This is an optimization exercise on Yosys and OpenROAD, whose aim is small area, a short achievable clock period and few clock cycles per item, not a production implementation. At most, simulation tests tie the RTL to the original design; equivalence was not proved. No activity file was given, so power comes from the tool's default toggle rates.

the baseline:
## bb_sync
module bb_sync (
    input  wire        clk,
    input  wire        rst,           
    input  wire        cmd_valid,
    output wire        cmd_ready,
    input  wire [31:0] cmd_data,
    output wire        kbc_rd,
    output wire        kbc_port,      
    input  wire        kbc_ack,
    input  wire [7:0]  kbc_rdata,
    output wire        rec_valid,
    input  wire        rec_ready,
    output wire [31:0] rec_data
);
Size in the first run: ~1,200 cells after synthesis, ~150 flip-flops, roughly 81 I/O pins, ~0.0091 sq mm of cells after synthesis.
clock: 4.5 ns
lec_check: 0
abc_area: 1
cap_margin: 20
core_margin: 2
core_utilization: 40
setup_slack_margin: 2.0
slew_margin: 20
standard.sh (not shown) runs the stock make flow with config.mk's settings and CLKGATE_MAP_FILE= SYNTH_SCRIPT=/design/flow/synth_recipe.tcl, a recipe that flattens the netlist after the stock synthesis.
==> flow/flow/run.sh <==
#!/bin/bash
# Standard layout, except that the port buffers are buf_2 cells instead of
# the delay cells buffer_ports picks by default. Every port is still buffered.
set -euo pipefail
export BUFFER_PORTS_ARGS="-buffer_cell sky130_fd_sc_hd__buf_2"
bash standard.sh > standard.log 2>&1
Testbench counts of the baseline, summed over its fixed seeds: cycles 26,047, ops 5,600.
The inputs of the candidate differ from those of the baseline as listed below.
-- flow/design.v --
<<< the baseline, line 210
    wire        y_up = y_lo[8] & !sy;
    wire        y_dn = sy & !y_lo[8];
    wire        x_a1 = (x_sum[14:8] == 7'h7F);
    wire        x_a0 = (x_sum[14:8] == 7'h00);
    wire        y_a1 = (y_sum[14:8] == 7'h7F);
    wire        y_a0 = (y_sum[14:8] == 7'h00);
    wire        xk_c1 = !(!sx && x_a1);                        
    wire        xk_c0 = !(sx && x_a0);                         
    wire        yk_c1 = ((y_sum[15] ^ (!sy && y_a1)) == gs2);
    wire        yk_c0 = ((y_sum[15] ^ (sy && y_a0)) == gs2);
    reg [2:0] v_code;
    always @(*) begin
>>> the candidate, line 210
    wire        y_up = y_lo[8] & !sy;
    wire        y_dn = sy & !y_lo[8];
    wire        x_neg = (x_up && (x_sum[14:8] == 7'h7F)) || (x_dn && (x_sum[14:8] == 7'h00));
    wire        y_neg = y_sum[15] ^ ((y_up && (y_sum[14:8] == 7'h7F)) || (y_dn && (y_sum[14:8] == 7'h00)));
    reg [2:0] v_code;
    always @(*) begin
<<< the baseline, line 434
            g2_yup <= y_up;
            g2_ydn <= y_dn;
            g2_xk  <= x_lo[8] ? xk_c1 : xk_c0;
            g2_yk  <= y_lo[8] ? yk_c1 : yk_c0;
        end
    end
>>> the candidate, line 428
            g2_yup <= y_up;
            g2_ydn <= y_dn;
            g2_xk  <= !x_neg;                 
            g2_yk  <= (y_neg == gs2);         
        end
    end
[summary]
Status: non-filler instance count after layout parity (the candidate, the baseline)
The baseline and the candidate ended up with nearly the same footprint of the flip-flops and latches.
Total wire length for the candidate: about 0.8% down relative to the baseline
The final worst clock skew was comparable across the baseline and the candidate.
The candidate against the baseline: synthesized cell count roughly the same, share of the core filled with cells has remained practically unchanged.
In the candidate relative to the baseline, via count had gone up slightly.
NOTE total power the baseline->the candidate increased slightly
Looking at the baseline and the candidate, the number of nets at the end of the flow is a wash.
Function not checked in the candidate: the RTL went through the layout flow alone.

* * *

v6:
Another version of the RTL of bb_sync (not shown whole).
Size in the first run: about 150 flip-flops.
==> flow/config.mk <==
export PLATFORM = sky130hd
export DESIGN_NAME = bb_sync
export DESIGN_NICKNAME = bb_sync
export VERILOG_FILES = /design/flow/design.v
export SDC_FILE = /design/flow/constraint.sdc
export NUM_CORES = 4
export LEC_CHECK = 0
export ABC_AREA = 1
export CAP_MARGIN = 20
export CORE_MARGIN = 2
export CORE_UTILIZATION = 55
export CTS_BUF_LIST = sky130_fd_sc_hd__clkbuf_8
export SETUP_SLACK_MARGIN = 2.0
export SLEW_MARGIN = 20
==> flow/constraint.sdc <==
create_clock -name core_clock -period 4.5 [get_ports {clk}]
set_input_delay 0.9000 -clock core_clock [delete_from_list [all_inputs] [get_ports {clk}]]
set_output_delay 0.9000 -clock core_clock [all_outputs]
set_load 0.01 [all_outputs]
Scripts as last shown in full above: flow/flow/run.sh
Testbench counts of v6, summed over its fixed seeds: cycles 26,047, ops 5,600.
#### Input delta (v7 over v6)
-- flow/design.v --
<<< v6, line 46
    reg         o_v;
    reg         o_pkt;         
    reg         o_pkt_lo;      
    reg         o_k1;          
    reg         o_k2;          
>>> v7, line 46
    reg         o_v;
    reg         o_pkt;         
    reg         o_k1;          
    reg         o_k2;          
<<< v6, line 65
    assign rec_data[17]    = (o_pkt & o_byte[1]) | o_k2;
    assign rec_data[16]    = (o_pkt & o_byte[0]) | (o_key & ~o_byte[7]);
    assign rec_data[15:10] = ({6{o_pkt_lo}} & mouse_b1[7:2]) | ({6{o_k2}} & o_byte[7:2]);
    assign rec_data[9:8]   = ({2{o_pkt_lo}} & mouse_b1[1:0]) | ({2{o_k2 | o_dis}} & o_byte[1:0]);
    assign rec_data[7:3]   = ({5{o_pkt_lo}} & mouse_b0[7:3]) | ({5{o_k1}} & o_byte[7:3]) |
                             ({5{o_k2}} & 5'b11100);
    assign rec_data[2:0]   = ({3{o_pkt_lo}} & mouse_b0[2:0]) | ({3{o_k1}} & o_byte[2:0]) |
                             ({3{o_dis}} & o_byte[4:2]);
    wire [7:0]  opc = cmd_data[31:24];
>>> v7, line 64
    assign rec_data[17]    = (o_pkt & o_byte[1]) | o_k2;
    assign rec_data[16]    = (o_pkt & o_byte[0]) | (o_key & ~o_byte[7]);
    assign rec_data[15:10] = ({6{o_pkt}} & mouse_b1[7:2]) | ({6{o_k2}} & o_byte[7:2]);
    assign rec_data[9:8]   = ({2{o_pkt}} & mouse_b1[1:0]) | ({2{o_k2 | o_dis}} & o_byte[1:0]);
    assign rec_data[7:3]   = ({5{o_pkt}} & mouse_b0[7:3]) | ({5{o_k1}} & o_byte[7:3]) |
                             ({5{o_k2}} & 5'b11100);
    assign rec_data[2:0]   = ({3{o_pkt}} & mouse_b0[2:0]) | ({3{o_k1}} & o_byte[2:0]) |
                             ({3{o_dis}} & o_byte[4:2]);
    wire [7:0]  opc = cmd_data[31:24];
<<< v6, line 93
        endcase
    end
    wire r_ok   = !o_v && !gd_p;
    wire r_b    = b_v && r_ok;               
    wire bfree  = !b_v || r_ok;              
>>> v7, line 92
        endcase
    end
    wire r_ok   = !o_v && !gd_p && !g2;      
    wire r_b    = b_v && r_ok;               
    wire bfree  = !b_v || r_ok;              
<<< v6, line 103
    wire bop_go = cb_v && cb_bop && e_idle && bfree;
    wire g_free = cb_v && cb_gop && e_idle && !b_v && r_ok;
    wire g_op   = g_free && (cb_mem != 2'd0) && !g2;   
    wire g_prep = g_free && (cb_mem == 2'd0) && !gq;   
    wire cons_reg = cb_v && (cb_simple || (cb_drain && e_idle)) || bop_go || g_op || gq;
>>> v7, line 102
    wire bop_go = cb_v && cb_bop && e_idle && bfree;
    wire g_free = cb_v && cb_gop && e_idle && !b_v && r_ok;
    wire g_op   = g_free && (cb_mem != 2'd0);          
    wire g_prep = g_free && (cb_mem == 2'd0) && !gq;   
    wire cons_reg = cb_v && (cb_simple || (cb_drain && e_idle)) || bop_go || g_op || gq;
<<< v6, line 380
            b_byte <= cb_arg[7:0];
        end
        if (o_v && rec_ready) o_pkt_lo <= 1'b0;
        if (o_v && rec_ready && gd_p) begin
            o_pkt <= 1'b0;
            o_pkt_lo <= 1'b0;
            o_k1  <= 1'b0;
            o_k2  <= 1'b0;
>>> v7, line 379
            b_byte <= cb_arg[7:0];
        end
        if (o_v && rec_ready && gd_p) begin
            o_pkt <= 1'b0;
            o_k1  <= 1'b0;
            o_k2  <= 1'b0;
<<< v6, line 391
        if (r_b) begin
            o_pkt <= 1'b0;
            o_pkt_lo <= 1'b0;
            o_k1  <= 1'b0;
            o_k2  <= 1'b0;
>>> v7, line 388
        if (r_b) begin
            o_pkt <= 1'b0;
            o_k1  <= 1'b0;
            o_k2  <= 1'b0;
<<< v6, line 408
            end else begin
                o_pkt  <= 1'b1;
                o_pkt_lo <= 1'b1;
                o_byte <= b_byte;
            end
>>> v7, line 404
            end else begin
                o_pkt  <= 1'b1;
                o_byte <= b_byte;
            end
<<< v6, line 414
        if (gq) begin
            o_pkt <= 1'b0;
            o_pkt_lo <= 1'b0;
            o_k1  <= 1'b0;
            o_k2  <= 1'b0;
>>> v7, line 409
        if (gq) begin
            o_pkt <= 1'b0;
            o_k1  <= 1'b0;
            o_k2  <= 1'b0;
<<< v6, line 444
            g2_yk0 <= yk_c0;
        end
        if (rst) begin
            mouse_b0 <= 8'h00;
            mouse_b1 <= 8'h00;
            o_byte   <= 8'h00;
        end
    end
endmodule
>>> v7, line 438
            g2_yk0 <= yk_c0;
        end
    end
endmodule
==> comparison <==
v7 closes out successfully: all stages finished, all timing, DRC and antenna checks passed. Summary of v7 over v6: number of register bits inferred by synthesis now sits lower; cell count now sits lower; routed wire length now sits lower; relative contribution of the clock network to total power now sits lower; worst hold slack now sits lower. Per the comparison of v7 with v6, total via count after detailed routing fell by 297; count of cell types in the netlist higher. Cmp v7 vs v6: global-route usage lower in v7. Compared with v6, v7 shows a final cycle utilization of the critical path that is 0.93 points higher. v7 reports its capture point of the worst path as rec_data[1] while v6 reports rec_data[10]. Delta (v7 minus v6): fraction of area in registers rose by 1.1 points, number of buffers inserted to repair setup after CTS rose by 7, first-pass detailed-route iteration total rose by 1, mux cell area share after synthesis rose by 0.22 points.
Testbench counts of v7, summed over its fixed seeds: cycles 26,047, ops 5,600.

* * *

== raven ==
bb_sync, a different RTL version from the one above (not shown whole).
Size in the first run: ~150 flip-flops, roughly 81 I/O pins.
Settings: LEC_CHECK=0, ABC_AREA=1, CAP_MARGIN=20, CORE_MARGIN=2, CORE_UTILIZATION=65, CTS_BUF_LIST=sky130_fd_sc_hd__clkbuf_8, SETUP_SLACK_MARGIN=2.0, SLEW_MARGIN=20; clock period 4.5 ns.
Scripts as last shown in full above: flow/flow/run.sh
What sierra does differently from raven at the input level:
-- flow/design.v --
<<< raven, line 93
        endcase
    end
    wire r_ok   = !o_v && !gd_p && !g2;      
    wire r_b    = b_v && r_ok;               
    wire bfree  = !b_v || r_ok;              
>>> sierra, line 93
        endcase
    end
    wire r_ok   = !o_v && !gd_p;
    wire r_b    = b_v && r_ok;               
    wire bfree  = !b_v || r_ok;              
<<< raven, line 103
    wire bop_go = cb_v && cb_bop && e_idle && bfree;
    wire g_free = cb_v && cb_gop && e_idle && !b_v && r_ok;
    wire g_op   = g_free && (cb_mem != 2'd0);          
    wire g_prep = g_free && (cb_mem == 2'd0) && !gq;   
    wire cons_reg = cb_v && (cb_simple || (cb_drain && e_idle)) || bop_go || g_op || gq;
>>> sierra, line 103
    wire bop_go = cb_v && cb_bop && e_idle && bfree;
    wire g_free = cb_v && cb_gop && e_idle && !b_v && r_ok;
    wire g_op   = g_free && (cb_mem != 2'd0) && !g2;   
    wire g_prep = g_free && (cb_mem == 2'd0) && !gq;   
    wire cons_reg = cb_v && (cb_simple || (cb_drain && e_idle)) || bop_go || g_op || gq;
--- outcome ---
Comparing raven and sierra, the higher met2 track demand over resource in global routing is on sierra.
Die height: raven vs sierra — no meaningful difference
Across both runs, final wirelength was lower for sierra than for raven.
On die area, sierra does worse than raven.
Looking at raven and sierra, the post-layout instance area is a wash.
All-layer global routing usage was lower in sierra than in raven.
Looking at area growth from synthesis to layout, sierra sits 0.61 points lower than raven does.
Xor and xnor fraction of the mapped netlist area | sierra below raven
The mean post-synth cell area of raven and that of sierra are within noise of each other.
[sierra vs raven] via count: lower in sierra
Relative to raven, relative area of clock buffers and inverters in the final design has gone up in sierra.
Testbench counts of sierra, summed over its fixed seeds: cycles 26,047, ops 5,600.
Function not checked in raven: the RTL went through the layout flow alone.

* * *

RTL: one of the versions met above, not the one the previous note started from.
Size in the first run: ~1200 cells after synthesis, about 81 I/O pins, ~0.0091 mm^2 of cells after synthesis.
==> flow/design.v (excerpt) <==
module bb_sync (
    input  wire        clk,
    input  wire        rst,           
    input  wire        cmd_valid,
    output wire        cmd_ready,
    input  wire [31:0] cmd_data,
    output wire        kbc_rd,
    output wire        kbc_port,      
    input  wire        kbc_ack,
    input  wire [7:0]  kbc_rdata,
    output wire        rec_valid,
    input  wire        rec_ready,
    output wire [31:0] rec_data
);
    reg  [1:0]  sub_r;
    reg         kbd_pending;
    reg  [1:0]  mouse_slot;
    reg  [7:0]  mouse_b0, mouse_b1;
    reg         gs1, gap, gs2, gco;    
    reg  [14:0] x_sum;                 
    reg  [15:0] y_sum;
    reg  [7:0]  gest_xlen, gest_tol;
    reg         g2;                    
    reg         gq;                    
    reg         g2_xup, g2_xdn;        
    reg         g2_yup, g2_ydn;
    reg         g2_xk, g2_yk;          
    reg         cb_v;
    reg         cb_rdy;        
    reg  [1:0]  cb_grp;
    reg  [1:0]  cb_mem;
    reg  [23:0] cb_arg;
    reg         e_rd;          
    reg         e_port;        
    reg         e_wt;          
    reg         e_ch;          
    reg         e_mq;          
    reg  [3:0]  e_cnt;         
    reg  [2:0]  e_code;        
    reg         b_v;
    reg         b_ch;
    reg  [2:0]  b_code;
    reg  [7:0]  b_byte;
    reg         b_pkt;         
    reg         o_v;
    reg         o_pkt;         
    reg         o_k1;          
    reg         o_k2;          
    reg         o_dis;         
    reg         o_gd;          
    reg  [7:0]  o_byte;
    reg         gd_p;          
    assign kbc_rd   = e_rd;
    assign kbc_port = e_port;
    wire o_key = o_k1 | o_k2;
    assign rec_valid = o_v;
    assign rec_data[31]    = 1'b1;
    assign rec_data[30:27] = 4'd0;
    assign rec_data[26]    = o_dis;
    assign rec_data[25]    = o_pkt | o_gd;
    assign rec_data[24]    = o_key | o_gd;
    assign rec_data[23:18] = {6{o_pkt}} & o_byte[7:2];
    assign rec_data[17]    = (o_pkt & o_byte[1]) | o_k2;
    assign rec_data[16]    = (o_pkt & o_byte[0]) | (o_key & ~o_byte[7]);
    assign rec_data[15:10] = ({6{o_pkt}} & mouse_b1[7:2]) | ({6{o_k2}} & o_byte[7:2]);
    assign rec_data[9:8]   = ({2{o_pkt}} & mouse_b1[1:0]) | ({2{o_k2 | o_dis}} & o_byte[1:0]);
    assign rec_data[7:3]   = ({5{o_pkt}} & mouse_b0[7:3]) | ({5{o_k1}} & o_byte[7:3]) |
  ...
clock: 4.5 ns
lec_check: 0
abc_area: 1
cap_margin: 20
core_margin: 2
core_utilization: 40
setup_slack_margin: 1.0
slew_margin: 20
Scripts as last shown in full above: flow/flow/run.sh
Edit:
--- a/flow/design.v
+++ b/flow/design.v
@@ -34,21 +34,20 @@
     reg         e_port;        
     reg         e_wt;          
     reg         e_ch;          
     reg         e_mq;          
     reg  [3:0]  e_cnt;         
     reg  [2:0]  e_code;        
     reg         b_v;
     reg         b_ch;
     reg  [2:0]  b_code;
     reg  [7:0]  b_byte;
-    reg         b_pkt;         
     reg         o_v;
     reg         o_pkt;         
     reg         o_k1;          
     reg         o_k2;          
     reg         o_dis;         
     reg         o_gd;          
     reg  [7:0]  o_byte;
     reg         gd_p;          
     assign kbc_rd   = e_rd;
     assign kbc_port = e_port;
@@ -141,31 +140,21 @@
     function gt15(input [14:0] a, input [14:0] b, input eq);
         integer i;
         reg r;
         begin
             r = eq;
             for (i = 0; i < 15; i = i + 1)
                 r = (a[i] & ~b[i]) | ((a[i] | ~b[i]) & r);
             gt15 = r;
         end
     endfunction
-    wire r_pkt = b_pkt && r_ok;
-    reg  [1:0] slot_after;
-    always @(*) begin
-        slot_after = mouse_slot;
-        if (r_b && b_ch && b_code == 3'd0)
-            case (mouse_slot)
-                2'd0:    slot_after = b_byte[3] ? 2'd1 : 2'd0;
-                2'd1:    slot_after = 2'd2;
-                default: slot_after = 2'd0;
-            endcase
-    end
+    wire r_pkt = r_b && b_ch && (b_code == 3'd0) && (mouse_slot == 2'd2);
     wire g_go  = r_pkt || gq;
     wire [2:0] g_btn = mouse_b0[2:0];
     wire [8:0] g_dx  = {mouse_b0[4], mouse_b1};
     wire [8:0] g_dy  = {mouse_b0[5], b_byte};
     wire        g_lb = g_btn[0];
     wire        g_rb = g_btn[1];
     wire        g_mb = g_btn[2];
     wire        left_only  =  g_lb && !g_rb && !g_mb;
     wire        right_only = !g_lb &&  g_rb && !g_mb;
     wire        released   = !g_lb && !g_rb && !g_mb;
@@ -231,48 +220,38 @@
             y_sum       <= 16'd0;
             gest_xlen   <= 8'h00;
             gest_tol    <= 8'h00;
             g2          <= 1'b0;
             cb_v        <= 1'b0;
             cb_rdy      <= 1'b1;
             e_rd        <= 1'b0;
             e_wt        <= 1'b0;
             e_mq        <= 1'b0;
             b_v         <= 1'b0;
-            b_pkt       <= 1'b0;
             gq          <= 1'b0;
             o_v         <= 1'b0;
             gd_p        <= 1'b0;
         end else begin
             if (cmd_valid && cmd_ready) cb_v <= 1'b1;
             else if (cons)              cb_v <= 1'b0;
             cb_rdy <= !cbv_n || cons_n;
             if (cb_v && cb_simple && cb_mem != 2'd0) begin
                 if (cb_arg[0]) sub_r[1] <= cb_mem[0];
                 else           sub_r[0] <= cb_mem[0];
             end
             if (o_v && rec_ready) begin
                 o_v  <= gd_p;
                 gd_p <= 1'b0;
             end
-            if (r_b) begin
-                b_v   <= 1'b0;
-                b_pkt <= 1'b0;
-            end
-            if (fin_now) begin
-                b_v   <= 1'b1;
-                b_pkt <= e_ch && e_port && (e_code == 3'd0) && (slot_after == 2'd2);
-            end
-            if (bop_go) begin
-                b_v   <= 1'b1;
-                b_pkt <= (cb_mem == 2'd1) && (slot_after == 2'd2);
-            end
+            if (r_b)     b_v <= 1'b0;
+            if (fin_now) b_v <= 1'b1;
+            if (bop_go)  b_v <= 1'b1;
             if (rd_now) begin
                 if (!e_port) begin
                     if (st_obf) begin
                         if (!bfree) begin e_rd <= 1'b0; e_wt <= 1'b1; end
                     end else if (e_cnt == 4'd8 && !bfree) begin
                         e_rd <= 1'b0; e_wt <= 1'b1;
                     end
                 end
             end else if (e_wt && bfree) begin
                 e_wt <= 1'b0;
After rerunning:
- flip-flop and latch count falls by 1
- first-iteration DRC count rises by a few percent
- design area falls slightly
- clock-buffer cell count falls by 1
- setup slack is better by 0.21 ns
- die area falls slightly
Function was not checked in any run of this note: the RTL went through the layout flow alone.

==> re-timing with driven ports <==
How much do the figures lean on ideal ports? The routed layouts below were timed once more, with nothing changed but the port constraints. Step 1, drivers: a clkbuf_16 drives clk and a buf_2 each remaining input, both assumed. Step 2 adds t to the input delays and takes it off the output delays; t is the mean of the earliest and latest rising clock arrival at the registers after step 1. Input paths then give back, and output paths get back, about the clock's delay inside the block. a / b / c = ideal ports / drivers / drivers and shift; a / b = the first two.
| run | t, ns | setup slack, ns | hold WS [ns] | worst setup path at the end |
|---|---|---|---|---|
| the baseline | 0.475 | 1.833 / 1.833 / 1.782 | 0.462 / 0.462 / 0.462 | input to register |
| the candidate | 0.475 | 1.773 / 1.773 / 1.754 | 0.470 / 0.470 / 0.470 | input to register |
| v6 | 0.504 | 2.106 / 2.063 / 1.748 | 0.472 / 0.472 / 0.472 | input to register |
| v7 | 0.501 | 2.064 / 2.021 / 1.713 | 0.459 / 0.459 / 0.459 | input to register |
| raven | 0.512 | 2.038 / 1.998 / 1.667 | 0.469 / 0.469 / 0.469 | input to register |
| sierra | 0.502 | 2.102 / 2.064 / 1.729 | 0.458 / 0.458 / 0.458 | input to register |
| the first run of note 4 | 0.475 | 1.392 / 1.344 / 1.565 | 0.476 / 0.476 / 0.476 | register to register |
| the second run of note 4 | 0.482 | 1.598 / 1.555 / 1.557 | 0.455 / 0.455 / 0.455 | input to register |
After both steps every run listed still meets setup and hold. The setup slack of sierra, which loses most, moves by -0.038 ns with the drivers and by -0.373 ns with both steps.
